This is an optimization exercise on Yosys and OpenROAD, whose aim is small area, a short achievable clock period and few clock cycles per item, not a production implementation. In this exercise RTL edits were held to simulation tests only and were not proved equivalent to the original.

==> inputs of umber <==
==> flow/design.v (excerpt) <==
module env_bank (
    input  wire        clk,
    input  wire        rst,
    input  wire        cmd_valid,
    output wire        cmd_ready,
    input  wire [2:0]  cmd_op,
    input  wire [1:0]  cmd_env,
    input  wire [31:0] cmd_data,
    output reg         res_valid,
    output reg  [31:0] res_level,
    output reg         res_done
);
Settings: LEC_CHECK=0, CAP_MARGIN=20, CORE_MARGIN=2, CORE_UTILIZATION=55, SLEW_MARGIN=20; clock period 20.0 ns.
run.sh (not shown) runs the stock make flow with config.mk's settings and CLKGATE_MAP_FILE= SYNTH_SCRIPT=/design/flow/synth_recipe.tcl, a recipe that flattens the netlist after the stock synthesis.
==> lagoon: changes against umber <==
--- a/flow/design.v
+++ b/flow/design.v
@@ -1,41 +1,44 @@
-module fsub_a (
-    input  wire [30:0] x,
-    input  wire [30:0] w,
-    output wire [26:0] dif,
-    output wire [7:0]  ex
-);
-    wire [7:0]  ew = w[30:23];
-    wire        zw = (ew == 8'd0);
-    wire [7:0]  d  = x[30:23] - ew;
-    wire [4:0]  dd = (zw | (d > 8'd27)) ? 5'd27 : d[4:0];
-    wire [26:0] ms = zw ? 27'd0 : {1'b1, w[22:0], 3'b000};
+module fsub_a_dd (
+    input  wire [22:0] fx,
+    input  wire [22:0] fw,
+    input  wire [4:0]  dd,
+    input  wire        zw,
+    output wire [26:0] dif
+);
+    wire [26:0] ms  = zw ? 27'd0 : {1'b1, fw, 3'b000};
     wire [53:0] ext = {ms, 27'd0} >> dd;
     wire [26:0] mal = {ext[53:28], ext[27] | (|ext[26:0])};
-    assign dif = {1'b1, x[22:0], 3'b000} - mal;
-    assign ex  = x[30:23];
+    assign dif = {1'b1, fx, 3'b000} - mal;
 endmodule
-module fsub_a1 (
-    input  wire [30:0] x,
-    input  wire [30:0] w,
+module fsub_al (
+    input  wire [22:0] fw,
+    input  wire [4:0]  dd,
+    input  wire        zw,
     output wire [26:0] mal
 );
-    wire [7:0]  ew = w[30:23];
-    wire        zw = (ew == 8'd0);
-    wire [7:0]  d  = x[30:23] - ew;
-    wire [4:0]  dd = (zw | (d > 8'd27)) ? 5'd27 : d[4:0];
-    wire [26:0] ms = zw ? 27'd0 : {1'b1, w[22:0], 3'b000};
+    wire [26:0] ms  = zw ? 27'd0 : {1'b1, fw, 3'b000};
     wire [53:0] ext = {ms, 27'd0} >> dd;
     assign mal = {ext[53:28], ext[27] | (|ext[26:0])};
 endmodule
-module fsub_a2 (
+module fsub_sb (
     input  wire [22:0] fx,
     input  wire [26:0] mal,
     output wire [26:0] dif
 );
     assign dif = {1'b1, fx, 3'b000} - mal;
 endmodule
+module fsub_dd (
+    input  wire [7:0] ex,
+    input  wire [7:0] ew,
+    output wire [4:0] dd,
+    output wire       zw
+);
+    wire [7:0] d = ex - ew;
+    assign zw = (ew == 8'd0);
+    assign dd = (zw | (d > 8'd27)) ? 5'd27 : d[4:0];
+endmodule
 module fsub_b1 (
     input  wire [26:0] dif,
     input  wire [7:0]  ex,
     output wire [26:0] nn,
     output wire [9:0]  e,       
@@ -191,21 +194,26 @@
 module mul_round (
     input  wire [25:0] ph,
     input  wire        pst,
     input  wire [9:0]  e,
     input  wire        z,
-    output wire [30:0] w
+    output wire [30:0] w,
+    output wire [4:0]  dd,      
+    output wire        zw       
 );
     wire        nhi = ph[25];
     wire [23:0] nm  = nhi ? ph[25:2] : ph[24:1];
     wire        ng  = nhi ? ph[1] : ph[0];
     wire        ns  = nhi ? (ph[0] | pst) : pst;
     wire        nup = ng & (ns | nm[0]);
     wire        ovf = nup & (&nm[22:0]);
     wire [22:0] fr  = nm[22:0] + {22'd0, nup};
     wire [9:0]  ne  = e + {9'd0, nhi} + {9'd0, ovf};
-    assign w = (z | ne[9] | (ne == 10'd0)) ? 31'd0 : {ne[7:0], fr};
+    assign zw = z | ne[9] | (ne == 10'd0);
+    assign w  = zw ? 31'd0 : {ne[7:0], fr};
+    wire [9:0]  dl = 10'd127 - ne;
+    assign dd = (zw | (dl > 10'd27)) ? 5'd27 : dl[4:0];
 endmodule
 module srt_iter (
     input  wire [27:0] ws,
     input  wire [27:0] wc,
     input  wire [3:0]  y,       
@@ -428,18 +436,19 @@
 endmodule
 module ts_round (
     input  wire [30:0] pr,
     input  wire [4:0]  p,
     input  wire        z,
-    output wire [30:0] t
+    output wire [30:0] t,
+    output wire        ovf      
 );
     wire        hi  = pr[30];
     wire [23:0] mt  = hi ? pr[30:7] : pr[29:6];
     wire        g2  = hi ? pr[6] : pr[5];
     wire        s2b = hi ? (|pr[5:0]) : (|pr[4:0]);
     wire        up2 = g2 & (s2b | mt[0]);
-    wire        ovf = up2 & (&mt[22:0]);
+    assign ovf = up2 & (&mt[22:0]);
     wire [22:0] fr  = mt[22:0] + {22'd0, up2};
     wire [7:0]  e   = 8'd121 + {3'd0, p} + {7'd0, hi} + {7'd0, ovf};
     assign t = z ? 31'd0 : {e, fr};
 endmodule
 module env_bank (
@@ -616,25 +625,34 @@
         e2_pr <= pr2;  e2_p <= e1_p;  e2_z <= e1_z;
         e2_eb <= e1_eb;  e2_sa <= sa2;
         e2_a <= e1_a;  e2_d <= e1_d;
     end
     wire [30:0] t3, ad3;
-    ts_round       u_tsr (.pr(e2_pr), .p(e2_p), .z(e2_z), .t(t3));
+    wire        tov3;
+    ts_round       u_tsr (.pr(e2_pr), .p(e2_p), .z(e2_z), .t(t3), .ovf(tov3));
     fadd_pos_round u_adr (.eb(e2_eb), .s(e2_sa), .y(ad3));
+    wire [9:0]  db3  = 10'd121 + {5'd0, e2_p} + {9'd0, e2_pr[30]} - {2'b00, e2_a[30:23]};
+    wire [9:0]  db31 = db3 + 10'd1;
+    wire [4:0]  dd3  = (db3 > 10'd27) ? 5'd27 : db3[4:0];
+    wire [4:0]  dd31 = (db31 > 10'd27) ? 5'd27 : db31[4:0];
+    wire        zw3  = (e2_a[30:23] == 8'd0);
     reg        e3_ev, e3_res, e3_sd, e3_zw;
-    reg        e3_step, e3_act, e3_ss;
+    reg        e3_step, e3_act, e3_ss, e3_zwa;
     reg [1:0]  e3_env;
+    reg [4:0]  e3_dd, e3_dd1;
+    reg        e3_tov;
     reg [30:0] e3_t, e3_ad, e3_a, e3_d;
     always @(posedge clk) begin
+        e3_dd <= dd3;  e3_dd1 <= dd31;  e3_tov <= tov3;  e3_zwa <= zw3;
         {e3_ev, e3_res, e3_sd, e3_zw} <= rs ? 4'd0 : {e2_ev, e2_res, e2_sd, e2_zw};
         {e3_step, e3_act, e3_ss, e3_env} <= {e2_step, e2_act, e2_ss, e2_env};
         e3_t <= t3;  e3_ad <= ad3;  e3_a <= e2_a;  e3_d <= e2_d;
     end
-    wire [26:0] mal4;
-    fsub_a1 u_tma1 (.x(e3_t), .w(e3_a), .mal(mal4));
     wire        att4 = (e3_t < e3_a) & ~e3_sd;
     wire        sus4 = ~(e3_t < e3_a) & ~(e3_t < e3_ad);
+    wire [26:0] mal4;
+    fsub_al u_tmal (.fw(e3_a[22:0]), .dd(e3_tov ? e3_dd1 : e3_dd), .zw(e3_zwa), .mal(mal4));
     reg        e4_ev, e4_res, e4_sd, e4_zw;
     reg        e4_step, e4_act, e4_ss, e4_att, e4_sus;
     reg [1:0]  e4_env;
     reg [26:0] e4_mal;
     reg [30:0] e4_t, e4_dv;
@@ -646,11 +664,11 @@
         e4_mal <= mal4;
         e4_t   <= e3_t;
         e4_dv  <= att4 ? e3_a : e3_d;
     end
     wire [26:0] dif5;
-    fsub_a2 u_tma2 (.fx(e4_t[22:0]), .mal(e4_att ? 27'd0 : e4_mal), .dif(dif5));
+    fsub_sb u_tmsb (.fx(e4_t[22:0]), .mal(e4_att ? 27'd0 : e4_mal), .dif(dif5));
     reg        e5_ev, e5_res, e5_sd, e5_zw;
     reg        e5_step, e5_act, e5_ss, e5_att, e5_sus;
     reg [1:0]  e5_env;
     reg [26:0] e5_dif;
     reg [7:0]  e5_ex;
@@ -709,10 +727,14 @@
     wire [25:0] fq0, fq1;
     wire        fneg, fst;
     srt_fin_a u_fa (.ws(dws), .wc(dwc), .qp(dqp), .qn(dqn), .d(ddq),
                     .q0(fq0), .q1(fq1), .neg(fneg), .st(fst));
     wire [31:0] s_f = env_s[d_env];
+    wire [4:0]  sdd;
+    wire        szw0;
+    fsub_dd u_omsd (.ex(F_ONE[30:23]), .ew(s_f[30:23]), .dd(sdd), .zw(szw0));
+    wire        szw = szw0 | s_f[31];
     always @(posedge clk) begin
         if (rs) begin
             for (k = 0; k < 4; k = k + 1)
                 env_s[k] <= F_ZERO;
         end else if (d_sd)
@@ -722,34 +744,37 @@
     reg        f_step, f_act, f_att, f_dec, f_nz, f_st, f_neg;
     reg [1:0]  f_env;
     reg [25:0] f_q0, f_q1;
     reg [9:0]  f_xe;
     reg [31:0] f_s;
+    reg [4:0]  f_sdd;
+    reg        f_szw;
     always @(posedge clk) begin
         {f_ev, f_res, f_zw} <= rs ? 3'd0 : {d_ev, d_res, d_zw};
         {f_step, f_act, f_env, f_att} <= {d_step, d_act, d_env, d_att};
         f_dec  <= ~d_att & ~d_sus;
         f_q0 <= fq0;  f_q1 <= fq1;  f_neg <= fneg;  f_st <= fst;  f_xe <= d_xe;  f_nz <= d_nz;
         f_s    <= s_f;
+        f_sdd  <= sdd;
+        f_szw  <= szw;
     end
     wire [30:0] q2;
     srt_fin_b u_fb (.q0(f_q0), .q1(f_q1), .neg(f_neg), .st(f_st), .xe(f_xe), .nz(f_nz), .y(q2));
     wire [26:0] vdif;
-    wire [7:0]  vex;
-    fsub_a u_omsa (.x(F_ONE[30:0]), .w(f_s[31] ? 31'd0 : f_s[30:0]), .dif(vdif), .ex(vex));
+    fsub_a_dd u_omsa (.fx(F_ONE[22:0]), .fw(f_s[22:0]), .dd(f_sdd), .zw(f_szw), .dif(vdif));
     reg        h_ev, h_res, h_zw;
     reg        h_step, h_act, h_att, h_dec;
     reg [1:0]  h_env;
     reg [30:0] h_q;
     reg [26:0] h_vdif;
-    reg [31:0] h_alt;
+    reg [31:0] h_s;
     always @(posedge clk) begin
         {h_ev, h_res, h_zw} <= rs ? 3'd0 : {f_ev, f_res, f_zw};
         {h_step, h_act, h_env, h_att, h_dec} <= {f_step, f_act, f_env, f_att, f_dec};
         h_q    <= q2;
         h_vdif <= vdif;
-        h_alt  <= f_att ? {1'b0, q2} : f_s;
+        h_s    <= f_s;
     end
     wire [30:0] v2;
     fsub_b u_omsb (.dif(h_vdif), .ex(F_ONE[30:23]), .y(v2));
     reg        g_ev, g_res, g_zw;
     reg        g_step, g_act, g_att, g_dec;
@@ -759,11 +784,11 @@
     always @(posedge clk) begin
         {g_ev, g_res, g_zw} <= rs ? 3'd0 : {h_ev, h_res, h_zw};
         {g_step, g_act, g_env, g_att, g_dec} <= {h_step, h_act, h_env, h_att, h_dec};
         g_q   <= h_q;
         g_v   <= v2;
-        g_alt <= h_alt;
+        g_alt <= h_att ? {1'b0, h_q} : h_s;
     end
     wire [47:0] mps, mpc;
     booth_tree u_mul (.a({1'b1, g_v[22:0]}), .b({1'b1, g_q[22:0]}), .ps(mps), .pc(mpc));
     reg        m_ev, m_res, m_zw;
     reg        m_step, m_act, m_att, m_dec, m_z;
@@ -794,25 +819,30 @@
         {o_step, o_act, o_env, o_att, o_dec} <= {m_step, m_act, m_env, m_att, m_dec};
         o_ph <= ph2;  o_pst <= pst2;  o_e <= m_e;  o_z <= m_z;
         o_alt <= m_alt;
     end
     wire [30:0] w2;
-    mul_round u_mrnd (.ph(o_ph), .pst(o_pst), .e(o_e), .z(o_z), .w(w2));
+    wire [4:0]  wdd2;
+    wire        wz2;
+    mul_round u_mrnd (.ph(o_ph), .pst(o_pst), .e(o_e), .z(o_z), .w(w2), .dd(wdd2), .zw(wz2));
     reg        n_ev, n_res, n_zw;
     reg        n_step, n_act, n_att, n_dec;
     reg [1:0]  n_env;
     reg [30:0] n_w;
+    reg [4:0]  n_dd;
+    reg        n_wz;
     reg [31:0] n_alt;
     always @(posedge clk) begin
         {n_ev, n_res, n_zw} <= rs ? 3'd0 : {o_ev, o_res, o_zw};
         {n_step, n_act, n_env, n_att, n_dec} <= {o_step, o_act, o_env, o_att, o_dec};
         n_w   <= w2;
+        n_dd  <= wdd2;
+        n_wz  <= wz2;
         n_alt <= o_alt;
     end
     wire [26:0] ldif;
-    wire [7:0]  lex;
-    fsub_a u_omwa (.x(F_ONE[30:0]), .w(n_w), .dif(ldif), .ex(lex));
+    fsub_a_dd u_omwa (.fx(F_ONE[22:0]), .fw(n_w[22:0]), .dd(n_dd), .zw(n_wz), .dif(ldif));
     reg        p_ev, p_res, p_zw;
     reg        p_step, p_act, p_att, p_dec;
     reg [1:0]  p_env;
     reg [26:0] p_dif;
     reg [31:0] p_alt;
==> flow/flow/run.sh (new file) <==
#!/bin/bash
set -euo pipefail
export BUFFER_PORTS_ARGS="-buffer_cell sky130_fd_sc_hd__buf_4"
bash standard.sh > standard.log 2>&1
==> flow/standard.sh (new file) <==
#!/bin/bash
# synth_recipe.tcl (not shown) runs the flow's synth.tcl, then flattens the netlist and writes it again
# the make line also repeats each setting of config.mk as NAME=value (left out here)
make -C /OpenROAD-flow-scripts/flow DESIGN_CONFIG=/design/flow/config.mk WORK_HOME=/design/flow/orfs CLKGATE_MAP_FILE= SYNTH_SCRIPT=/design/flow/synth_recipe.tcl "${@:-finish}"
CAP_MARGIN = 50   (was 20)
CTS_CLUSTER_DIAMETER = 100   (was not set)
CTS_CLUSTER_SIZE = 24   (was not set)
SLEW_MARGIN = 60   (was 20)
removed: flow/run.sh
==> willow: changes against umber <==
--- a/flow/design.v
+++ b/flow/design.v
@@ -1,41 +1,44 @@
-module fsub_a (
-    input  wire [30:0] x,
-    input  wire [30:0] w,
-    output wire [26:0] dif,
-    output wire [7:0]  ex
-);
-    wire [7:0]  ew = w[30:23];
-    wire        zw = (ew == 8'd0);
-    wire [7:0]  d  = x[30:23] - ew;
-    wire [4:0]  dd = (zw | (d > 8'd27)) ? 5'd27 : d[4:0];
-    wire [26:0] ms = zw ? 27'd0 : {1'b1, w[22:0], 3'b000};
+module fsub_a_dd (
+    input  wire [22:0] fx,
+    input  wire [22:0] fw,
+    input  wire [4:0]  dd,
+    input  wire        zw,
+    output wire [26:0] dif
+);
+    wire [26:0] ms  = zw ? 27'd0 : {1'b1, fw, 3'b000};
     wire [53:0] ext = {ms, 27'd0} >> dd;
     wire [26:0] mal = {ext[53:28], ext[27] | (|ext[26:0])};
-    assign dif = {1'b1, x[22:0], 3'b000} - mal;
-    assign ex  = x[30:23];
+    assign dif = {1'b1, fx, 3'b000} - mal;
 endmodule
-module fsub_a1 (
-    input  wire [30:0] x,
-    input  wire [30:0] w,
+module fsub_al (
+    input  wire [22:0] fw,
+    input  wire [4:0]  dd,
+    input  wire        zw,
     output wire [26:0] mal
 );
-    wire [7:0]  ew = w[30:23];
-    wire        zw = (ew == 8'd0);
-    wire [7:0]  d  = x[30:23] - ew;
-    wire [4:0]  dd = (zw | (d > 8'd27)) ? 5'd27 : d[4:0];
-    wire [26:0] ms = zw ? 27'd0 : {1'b1, w[22:0], 3'b000};
+    wire [26:0] ms  = zw ? 27'd0 : {1'b1, fw, 3'b000};
     wire [53:0] ext = {ms, 27'd0} >> dd;
     assign mal = {ext[53:28], ext[27] | (|ext[26:0])};
 endmodule
-module fsub_a2 (
+module fsub_sb (
     input  wire [22:0] fx,
     input  wire [26:0] mal,
     output wire [26:0] dif
 );
     assign dif = {1'b1, fx, 3'b000} - mal;
 endmodule
+module fsub_dd (
+    input  wire [7:0] ex,
+    input  wire [7:0] ew,
+    output wire [4:0] dd,
+    output wire       zw
+);
+    wire [7:0] d = ex - ew;
+    assign zw = (ew == 8'd0);
+    assign dd = (zw | (d > 8'd27)) ? 5'd27 : d[4:0];
+endmodule
 module fsub_b1 (
     input  wire [26:0] dif,
     input  wire [7:0]  ex,
     output wire [26:0] nn,
     output wire [9:0]  e,       
@@ -191,21 +194,26 @@
 module mul_round (
     input  wire [25:0] ph,
     input  wire        pst,
     input  wire [9:0]  e,
     input  wire        z,
-    output wire [30:0] w
+    output wire [30:0] w,
+    output wire [4:0]  dd,      
+    output wire        zw       
 );
     wire        nhi = ph[25];
     wire [23:0] nm  = nhi ? ph[25:2] : ph[24:1];
     wire        ng  = nhi ? ph[1] : ph[0];
     wire        ns  = nhi ? (ph[0] | pst) : pst;
     wire        nup = ng & (ns | nm[0]);
     wire        ovf = nup & (&nm[22:0]);
     wire [22:0] fr  = nm[22:0] + {22'd0, nup};
     wire [9:0]  ne  = e + {9'd0, nhi} + {9'd0, ovf};
-    assign w = (z | ne[9] | (ne == 10'd0)) ? 31'd0 : {ne[7:0], fr};
+    assign zw = z | ne[9] | (ne == 10'd0);
+    assign w  = zw ? 31'd0 : {ne[7:0], fr};
+    wire [9:0]  dl = 10'd127 - ne;
+    assign dd = (zw | (dl > 10'd27)) ? 5'd27 : dl[4:0];
 endmodule
 module srt_iter (
     input  wire [27:0] ws,
     input  wire [27:0] wc,
     input  wire [3:0]  y,       
@@ -428,18 +436,19 @@
 endmodule
 module ts_round (
     input  wire [30:0] pr,
     input  wire [4:0]  p,
     input  wire        z,
-    output wire [30:0] t
+    output wire [30:0] t,
+    output wire        ovf      
 );
     wire        hi  = pr[30];
     wire [23:0] mt  = hi ? pr[30:7] : pr[29:6];
     wire        g2  = hi ? pr[6] : pr[5];
     wire        s2b = hi ? (|pr[5:0]) : (|pr[4:0]);
     wire        up2 = g2 & (s2b | mt[0]);
-    wire        ovf = up2 & (&mt[22:0]);
+    assign ovf = up2 & (&mt[22:0]);
     wire [22:0] fr  = mt[22:0] + {22'd0, up2};
     wire [7:0]  e   = 8'd121 + {3'd0, p} + {7'd0, hi} + {7'd0, ovf};
     assign t = z ? 31'd0 : {e, fr};
 endmodule
 module env_bank (
@@ -616,25 +625,34 @@
         e2_pr <= pr2;  e2_p <= e1_p;  e2_z <= e1_z;
         e2_eb <= e1_eb;  e2_sa <= sa2;
         e2_a <= e1_a;  e2_d <= e1_d;
     end
     wire [30:0] t3, ad3;
-    ts_round       u_tsr (.pr(e2_pr), .p(e2_p), .z(e2_z), .t(t3));
+    wire        tov3;
+    ts_round       u_tsr (.pr(e2_pr), .p(e2_p), .z(e2_z), .t(t3), .ovf(tov3));
     fadd_pos_round u_adr (.eb(e2_eb), .s(e2_sa), .y(ad3));
+    wire [9:0]  db3  = 10'd121 + {5'd0, e2_p} + {9'd0, e2_pr[30]} - {2'b00, e2_a[30:23]};
+    wire [9:0]  db31 = db3 + 10'd1;
+    wire [4:0]  dd3  = (db3 > 10'd27) ? 5'd27 : db3[4:0];
+    wire [4:0]  dd31 = (db31 > 10'd27) ? 5'd27 : db31[4:0];
+    wire        zw3  = (e2_a[30:23] == 8'd0);
     reg        e3_ev, e3_res, e3_sd, e3_zw;
-    reg        e3_step, e3_act, e3_ss;
+    reg        e3_step, e3_act, e3_ss, e3_zwa;
     reg [1:0]  e3_env;
+    reg [4:0]  e3_dd, e3_dd1;
+    reg        e3_tov;
     reg [30:0] e3_t, e3_ad, e3_a, e3_d;
     always @(posedge clk) begin
+        e3_dd <= dd3;  e3_dd1 <= dd31;  e3_tov <= tov3;  e3_zwa <= zw3;
         {e3_ev, e3_res, e3_sd, e3_zw} <= rs ? 4'd0 : {e2_ev, e2_res, e2_sd, e2_zw};
         {e3_step, e3_act, e3_ss, e3_env} <= {e2_step, e2_act, e2_ss, e2_env};
         e3_t <= t3;  e3_ad <= ad3;  e3_a <= e2_a;  e3_d <= e2_d;
     end
-    wire [26:0] mal4;
-    fsub_a1 u_tma1 (.x(e3_t), .w(e3_a), .mal(mal4));
     wire        att4 = (e3_t < e3_a) & ~e3_sd;
     wire        sus4 = ~(e3_t < e3_a) & ~(e3_t < e3_ad);
+    wire [26:0] mal4;
+    fsub_al u_tmal (.fw(e3_a[22:0]), .dd(e3_tov ? e3_dd1 : e3_dd), .zw(e3_zwa), .mal(mal4));
     reg        e4_ev, e4_res, e4_sd, e4_zw;
     reg        e4_step, e4_act, e4_ss, e4_att, e4_sus;
     reg [1:0]  e4_env;
     reg [26:0] e4_mal;
     reg [30:0] e4_t, e4_dv;
@@ -646,11 +664,11 @@
         e4_mal <= mal4;
         e4_t   <= e3_t;
         e4_dv  <= att4 ? e3_a : e3_d;
     end
     wire [26:0] dif5;
-    fsub_a2 u_tma2 (.fx(e4_t[22:0]), .mal(e4_att ? 27'd0 : e4_mal), .dif(dif5));
+    fsub_sb u_tmsb (.fx(e4_t[22:0]), .mal(e4_att ? 27'd0 : e4_mal), .dif(dif5));
     reg        e5_ev, e5_res, e5_sd, e5_zw;
     reg        e5_step, e5_act, e5_ss, e5_att, e5_sus;
     reg [1:0]  e5_env;
     reg [26:0] e5_dif;
     reg [7:0]  e5_ex;
@@ -709,10 +727,14 @@
     wire [25:0] fq0, fq1;
     wire        fneg, fst;
     srt_fin_a u_fa (.ws(dws), .wc(dwc), .qp(dqp), .qn(dqn), .d(ddq),
                     .q0(fq0), .q1(fq1), .neg(fneg), .st(fst));
     wire [31:0] s_f = env_s[d_env];
+    wire [4:0]  sdd;
+    wire        szw0;
+    fsub_dd u_omsd (.ex(F_ONE[30:23]), .ew(s_f[30:23]), .dd(sdd), .zw(szw0));
+    wire        szw = szw0 | s_f[31];
     always @(posedge clk) begin
         if (rs) begin
             for (k = 0; k < 4; k = k + 1)
                 env_s[k] <= F_ZERO;
         end else if (d_sd)
@@ -722,34 +744,37 @@
     reg        f_step, f_act, f_att, f_dec, f_nz, f_st, f_neg;
     reg [1:0]  f_env;
     reg [25:0] f_q0, f_q1;
     reg [9:0]  f_xe;
     reg [31:0] f_s;
+    reg [4:0]  f_sdd;
+    reg        f_szw;
     always @(posedge clk) begin
         {f_ev, f_res, f_zw} <= rs ? 3'd0 : {d_ev, d_res, d_zw};
         {f_step, f_act, f_env, f_att} <= {d_step, d_act, d_env, d_att};
         f_dec  <= ~d_att & ~d_sus;
         f_q0 <= fq0;  f_q1 <= fq1;  f_neg <= fneg;  f_st <= fst;  f_xe <= d_xe;  f_nz <= d_nz;
         f_s    <= s_f;
+        f_sdd  <= sdd;
+        f_szw  <= szw;
     end
     wire [30:0] q2;
     srt_fin_b u_fb (.q0(f_q0), .q1(f_q1), .neg(f_neg), .st(f_st), .xe(f_xe), .nz(f_nz), .y(q2));
     wire [26:0] vdif;
-    wire [7:0]  vex;
-    fsub_a u_omsa (.x(F_ONE[30:0]), .w(f_s[31] ? 31'd0 : f_s[30:0]), .dif(vdif), .ex(vex));
+    fsub_a_dd u_omsa (.fx(F_ONE[22:0]), .fw(f_s[22:0]), .dd(f_sdd), .zw(f_szw), .dif(vdif));
     reg        h_ev, h_res, h_zw;
     reg        h_step, h_act, h_att, h_dec;
     reg [1:0]  h_env;
     reg [30:0] h_q;
     reg [26:0] h_vdif;
-    reg [31:0] h_alt;
+    reg [31:0] h_s;
     always @(posedge clk) begin
         {h_ev, h_res, h_zw} <= rs ? 3'd0 : {f_ev, f_res, f_zw};
         {h_step, h_act, h_env, h_att, h_dec} <= {f_step, f_act, f_env, f_att, f_dec};
         h_q    <= q2;
         h_vdif <= vdif;
-        h_alt  <= f_att ? {1'b0, q2} : f_s;
+        h_s    <= f_s;
     end
     wire [30:0] v2;
     fsub_b u_omsb (.dif(h_vdif), .ex(F_ONE[30:23]), .y(v2));
     reg        g_ev, g_res, g_zw;
     reg        g_step, g_act, g_att, g_dec;
@@ -759,11 +784,11 @@
     always @(posedge clk) begin
         {g_ev, g_res, g_zw} <= rs ? 3'd0 : {h_ev, h_res, h_zw};
         {g_step, g_act, g_env, g_att, g_dec} <= {h_step, h_act, h_env, h_att, h_dec};
         g_q   <= h_q;
         g_v   <= v2;
-        g_alt <= h_alt;
+        g_alt <= h_att ? {1'b0, h_q} : h_s;
     end
     wire [47:0] mps, mpc;
     booth_tree u_mul (.a({1'b1, g_v[22:0]}), .b({1'b1, g_q[22:0]}), .ps(mps), .pc(mpc));
     reg        m_ev, m_res, m_zw;
     reg        m_step, m_act, m_att, m_dec, m_z;
@@ -794,25 +819,30 @@
         {o_step, o_act, o_env, o_att, o_dec} <= {m_step, m_act, m_env, m_att, m_dec};
         o_ph <= ph2;  o_pst <= pst2;  o_e <= m_e;  o_z <= m_z;
         o_alt <= m_alt;
     end
     wire [30:0] w2;
-    mul_round u_mrnd (.ph(o_ph), .pst(o_pst), .e(o_e), .z(o_z), .w(w2));
+    wire [4:0]  wdd2;
+    wire        wz2;
+    mul_round u_mrnd (.ph(o_ph), .pst(o_pst), .e(o_e), .z(o_z), .w(w2), .dd(wdd2), .zw(wz2));
     reg        n_ev, n_res, n_zw;
     reg        n_step, n_act, n_att, n_dec;
     reg [1:0]  n_env;
     reg [30:0] n_w;
+    reg [4:0]  n_dd;
+    reg        n_wz;
     reg [31:0] n_alt;
     always @(posedge clk) begin
         {n_ev, n_res, n_zw} <= rs ? 3'd0 : {o_ev, o_res, o_zw};
         {n_step, n_act, n_env, n_att, n_dec} <= {o_step, o_act, o_env, o_att, o_dec};
         n_w   <= w2;
+        n_dd  <= wdd2;
+        n_wz  <= wz2;
         n_alt <= o_alt;
     end
     wire [26:0] ldif;
-    wire [7:0]  lex;
-    fsub_a u_omwa (.x(F_ONE[30:0]), .w(n_w), .dif(ldif), .ex(lex));
+    fsub_a_dd u_omwa (.fx(F_ONE[22:0]), .fw(n_w[22:0]), .dd(n_dd), .zw(n_wz), .dif(ldif));
     reg        p_ev, p_res, p_zw;
     reg        p_step, p_act, p_att, p_dec;
     reg [1:0]  p_env;
     reg [26:0] p_dif;
     reg [31:0] p_alt;
CAP_MARGIN = 50   (was 20)
CTS_CLUSTER_DIAMETER = 100   (was not set)
CTS_CLUSTER_SIZE = 24   (was not set)
SLEW_MARGIN = 60   (was 20)
==> impl_metrics.csv <==
group,metric,value,unit
critical_path,r2r_cells,14,
critical_path,path_cells,"buf_4",
place,dp_hpwl,328000,um
cells_and_area,layoutNonFillerInstCount,20588,
clocking,cts_sinks,3906,
logic_synthesis,ys_ff_latch,3906,
drt,wl_met1,199000,um
cells_and_area,fin_area,0.190,mm2
outcome,status,"complete, no violations",
drt,avgRoutedWirePerCell,21.5,um
place,place.gp.congestion,0.938,
floorplanning,die_x,574,um
critical_path,critPathRequiredTime,16.00,ns
logic_synthesis,synth.top_cell.area_share,0.366,
critical_path,regToRegSetupSlack,14.66,ns
# the run above: lagoon

==> impl_metrics.csv <==
group,metric,value,unit
floorplanning,die_x,575,um
logic_synthesis,ys_ff_latch,3890,
critical_path,path_cells,"ha_1 -> a21oi_1 -> buf_4 -> a22oi_1 -> xnor2_1 -> fa_1 -> inv_1 -> fa_1 -> inv_1 -> fa_1 -> fa_1 -> inv_1 -> fa_1 -> inv_1 -> ha_1",
sta,finalCriticalPeriod,6.40,ns
cells_and_area,diodes,11,
critical_path,critPathRequiredTime,20.80,ns
drt,avgRoutedWirePerCell,21.7,um
outcome,status,"complete, no violations",
cells_and_area,layoutNonFillerInstCount,21005,
critical_path,r2r_cells,15,
clocking,cts_sinks,3890,
cells_and_area,num-nonclk-inverters,1370,
logic_synthesis,synth.top_cell.area_share,0.363,
critical_path,regToRegSetupSlack,13.60,ns
floorplanning,die_h,575,um
place,dp_hpwl,336000,um
drt,wl_met1,203000,um
# the run above: umber

==> impl_metrics.csv <==
group,metric,value,unit
cells_and_area,layoutNonFillerInstCount,20597,
place,dp_hpwl,330000,um
logic_synthesis,synth.top_cell.area_share,0.366,
floorplanning,coreArea,0.324,mm2
drt,avgRoutedWirePerCell,21.6,um
drt,wl_met1,199000,um
logic_synthesis,synth_area_leaders,"dfxtp_1 (37%), fa_1 (11%), edfxtp_1 (11%)",
place,place.gp.congestion,0.923,
cells_and_area,fin_area,0.191,mm2
critical_path,regToRegSetupSlack,14.74,ns
clocking,cts_sinks,3906,
logic_synthesis,synth_top_family_by_area,"adder cells",
floorplanning,start_util,0.552,
cells_and_area,final_util,0.589,
critical_path,critPathRequiredTime,16.00,ns
outcome,status,"complete, no violations",
critical_path,path_cells,"clkdlybuf4s50_1",
logic_synthesis,ys_ff_latch,3906,
# the run above: willow

Testbench counts of umber, summed over its fixed seeds: cycles 20,098, items 19,200.
Testbench counts of lagoon, summed over its fixed seeds: cycles 20,098, items 19,200.
Testbench counts of willow, summed over its fixed seeds: cycles 20,098, items 19,200.

port drivers added, routing unchanged:
The flow's constraints put no driver on any port. The routed layouts listed below were extracted and timed again, unchanged, in two steps. Step 1: set_driving_cell puts a clkbuf_16 on clk and a buf_2 on each other input, an assumption about the parent block. Step 2 times the ports against the registers' clock, not the clock port: input delays grow and output delays shrink by t, the midpoint of the rising clock arrivals with the driver on. a / b / c = no drivers / after step 1 / after step 2; a / b = the first two.
run | t, ns | setup slack, ns | worst hold slack (ns) | worst setup path at the end
umber | 1.037 | 13.598 / 13.598 / 13.598 | 0.298 / 0.298 / 0.298 | register to register
lagoon | 1.029 | 14.554 / 14.454 / 14.658 | 0.316 / 0.316 / 0.316 | register to register
willow | 1.018 | 14.122 / 14.021 / 14.737 | 0.307 / 0.307 / 0.307 | register to register
After both steps every run listed still meets setup and hold.
